What follows belongs to an exercise in optimizing a design on an open flow for small area; a production flow would make more cautious choices.
The RTL was checked by simulation tests, not by an equivalence proof against the original design.
Power figures rest on the tool's default switching activity, not on a simulated workload.

==> flow/design.v (excerpt) <==
module pse (
    input  wire        clk,
    input  wire        rst,
    input  wire        cmd_valid,
    input  wire [31:0] cmd_data,
    output wire        cmd_ready,
    output reg         rsp_valid,
    output wire [31:0] rsp_data,
    output wire        cb_active,
    output reg  [31:0] cb_handle,
    input  wire        cb_ret,
    output wire        ws,
    output wire        bck,
    output reg         sdata,
    output reg         attached
);
Size in the first run: roughly 1400 flip-flops, about 110 I/O pins, roughly 47000 um2 of cells after synthesis.
==> flow/config.mk <==
export PLATFORM = sky130hd
export DESIGN_NAME = pse
export DESIGN_NICKNAME = pse
export VERILOG_FILES = /design/flow/design.v
export SDC_FILE = /design/flow/constraint.sdc
export NUM_CORES = 4
export LEC_CHECK = 0
export CAP_MARGIN = 20
export CORE_MARGIN = 2
export CORE_UTILIZATION = 75
export SLEW_MARGIN = 20
==> flow/constraint.sdc <==
create_clock -name core_clock -period 10.0 [get_ports {clk}]
set_input_delay 2.0000 -clock core_clock [delete_from_list [all_inputs] [get_ports {clk}]]
set_output_delay 2.0000 -clock core_clock [all_outputs]
set_load 0.01 [all_outputs]
standard.sh (not shown) runs the stock make flow with config.mk's settings and CLKGATE_MAP_FILE= SYNTH_SCRIPT=/design/flow/synth_recipe.tcl, a recipe that flattens the netlist after the stock synthesis.
==> flow/flow/run.sh <==
#!/bin/bash
set -euo pipefail
export CTS_ARGS="-sink_clustering_enable -repair_clock_nets -dont_use_dummy_load -sink_clustering_size 30 -sink_clustering_max_diameter 60 -buf_list sky130_fd_sc_hd__clkbuf_16"
export BUFFER_PORTS_ARGS="-buffer_cell sky130_fd_sc_hd__buf_1"
bash standard.sh > standard.log 2>&1
Then changed:
--- a/flow/design.v
+++ b/flow/design.v
@@ -99,13 +99,12 @@
             default:  new_legal = (cmd_data[23:0] == 24'd0);
         endcase
     end
     reg           fr_busy;
     reg           fr_port;        
     reg  [6:0]    fr_step;
-    reg  [15:0]   fr_sample;
     wire fr_last = fr_busy && (fr_port ? fr_step == 7'd65 : fr_step == 7'd33);
     assign ws  = !fr_busy;
     assign bck = fr_busy && fr_step[0] && (fr_step[6:1] != 6'd0);
     wire inited   = (life != L_UNINIT);
     wire lc_busy  = (lc_op != LC_NONE);
     wire irq_go   = inited && !lc_busy && irq_pending;
@@ -201,12 +200,13 @@
     wire [2:0]  ph_hot = {mem_ph == 2'd2, mem_ph == 2'd1, mem_ph == 2'd0};
     always @(posedge clk) begin
         mem_v  <= put_val;
         mem_ph <= (rst || mem_ph[1]) ? 2'd0 : mem_ph + 2'd1;
     end
     wire [15:0] head_q [0:23];    
+    wire [23:0] head_put;
     genvar gi, gr;
     generate
         for (gi = 0; gi < 4; gi = gi + 1) begin : g_buf
             wire [15:0] slot_w;
             genvar gj;
             for (gj = 0; gj < 16; gj = gj + 1) begin : g_w
@@ -227,18 +227,20 @@
                     e1    <= e2;
                     e2    <= put ? put_val : e0;
                     pend0 <= pend1 || w1;
                     pend1 <= w2;
                 end
                 assign head_q[gi * 6 + gr] = e0;
+                assign head_put[gi * 6 + gr] = put;
             end
             reg [15:0] s15;
             always @(posedge clk)
                 if (slot_w[15])
                     s15 <= port[15:0];
             assign head_q[gi * 6 + 5] = s15;
+            assign head_put[gi * 6 + 5] = slot_w[15];
         end
     endgenerate
     wire       tg_restart = (lc_op == LC_START || lc_op == LC_RESET1 ||
                              lc_op == LC_RESETM || lc_op == LC_RESET2);
     wire       tx_at_end  = (tx_pos == tx_len_v);
     wire [1:0] tg_b = tg_restart ? 2'd0 : tx_at_end ? tx_next : tx_cur;
@@ -265,30 +267,22 @@
             default: begin tg_r = 3'd5; tg_k = 2'd0; end
         endcase
     end
     wire tg_hit  = buf_fill[tg_b] ||
                    (pass_wr && fd_cur == tg_b && tg_s >= fd_rw_pos && tg_s < pass_end);
     wire tg_head = (tg_r == 3'd5) || (tg_k == mem_ph);
-    wire tg_new  = rst || tx_sample || lc_start;
+    wire tx_hold = tx_sample || (fr_busy && !fr_port && fr_step < 7'd31);
     reg  [15:0] tx_word;
-    reg  [1:0]  tg_age;           
-    reg         tg_dirty;         
     always @(posedge clk) begin
-        if (tg_new) begin
-            tg_age   <= 2'd0;
-            tg_dirty <= 1'b0;
-        end else begin
-            if (!tg_age[1])
-                tg_age <= tg_age + 2'd1;
-            if (tg_hit)
-                tg_dirty <= 1'b1;
+        if (!tx_hold) begin
+            if (tg_head)
+                tx_word <= head_put[{tg_b, 1'b0} * 3 + tg_r] ? put_val
+                                                             : head_q[{tg_b, 1'b0} * 3 + tg_r];
+            else if (tg_hit)
+                tx_word <= port[15:0];
         end
-        if (tg_hit)
-            tx_word <= port[15:0];
-        else if (tg_age[1] && !tg_dirty && tg_head)
-            tx_word <= head_q[{tg_b, 1'b0} * 3 + tg_r];
     end
     reg  [2:0] rsp_st;
     reg  [2:0] rsp_v;
     assign rsp_data = {1'b0, rsp_st, 25'd0, rsp_v};
     integer k;
     always @(posedge clk) begin
@@ -474,13 +468,11 @@
             end else if (fr_busy) begin
                 if (fr_last)
                     fr_busy <= 1'b0;
                 fr_step <= fr_step + 7'd1;
             end
         end
-        if (tx_sample)
-            fr_sample <= tx_word;
         if (fr_busy && !fr_last && fr_step[0])
-            sdata <= fr_port ? port[~fr_step[5:1]] : fr_sample[~fr_step[4:1]];
+            sdata <= fr_port ? port[~fr_step[5:1]] : tx_word[~fr_step[4:1]];
     end
     assign cb_active = (fd_phase == F_CALLBACK);
 endmodule
What happened:
- The changed run passed the timing, DRC and antenna checks
- worst setup slack loses 1.7 ns
- core utilization goes up by 0.48 points
- first-iteration DRC count is higher by 31%
- global-route usage is higher by 4.6 points
- sequential share of layout area fell by 0.10 points
- die area goes down by 2.2%
- sequential power came out lower by about 2%
- count of clock-buffer cells in the layout drops by 1
- cell area shrinks by 1.6%
- via count came out higher by 8.6%

==> static timing again, ports no longer ideal <==
The results above use ideal ports. As a check the final layouts listed here were re-extracted and re-timed, cells and wires unchanged. Step 1: set_driving_cell puts a clkbuf_16 on clk and a buf_2 on each other input, an assumption about the parent block. Step 2 moves the port delays by t, midway between the first and last clock arrival at a register: inputs arrive t later, outputs are due t later. That takes back most of the time a late clock gives input paths. Three values: ideal, step 1, step 2; two values: the first two.
run | shift t [ns] | slack for setup (ns) | worst hold slack (ns) | clock arrival spread, ns
the first run | 0.723 | 3.837 / 3.837 / 3.837 | 0.277 / 0.277 / 0.277 | 0.119 / 0.120
the second run | 0.706 | 2.181 / 2.181 / 2.181 | 0.278 / 0.278 / 0.278 | 0.143 / 0.143
After both steps setup and hold are still met in every run listed.
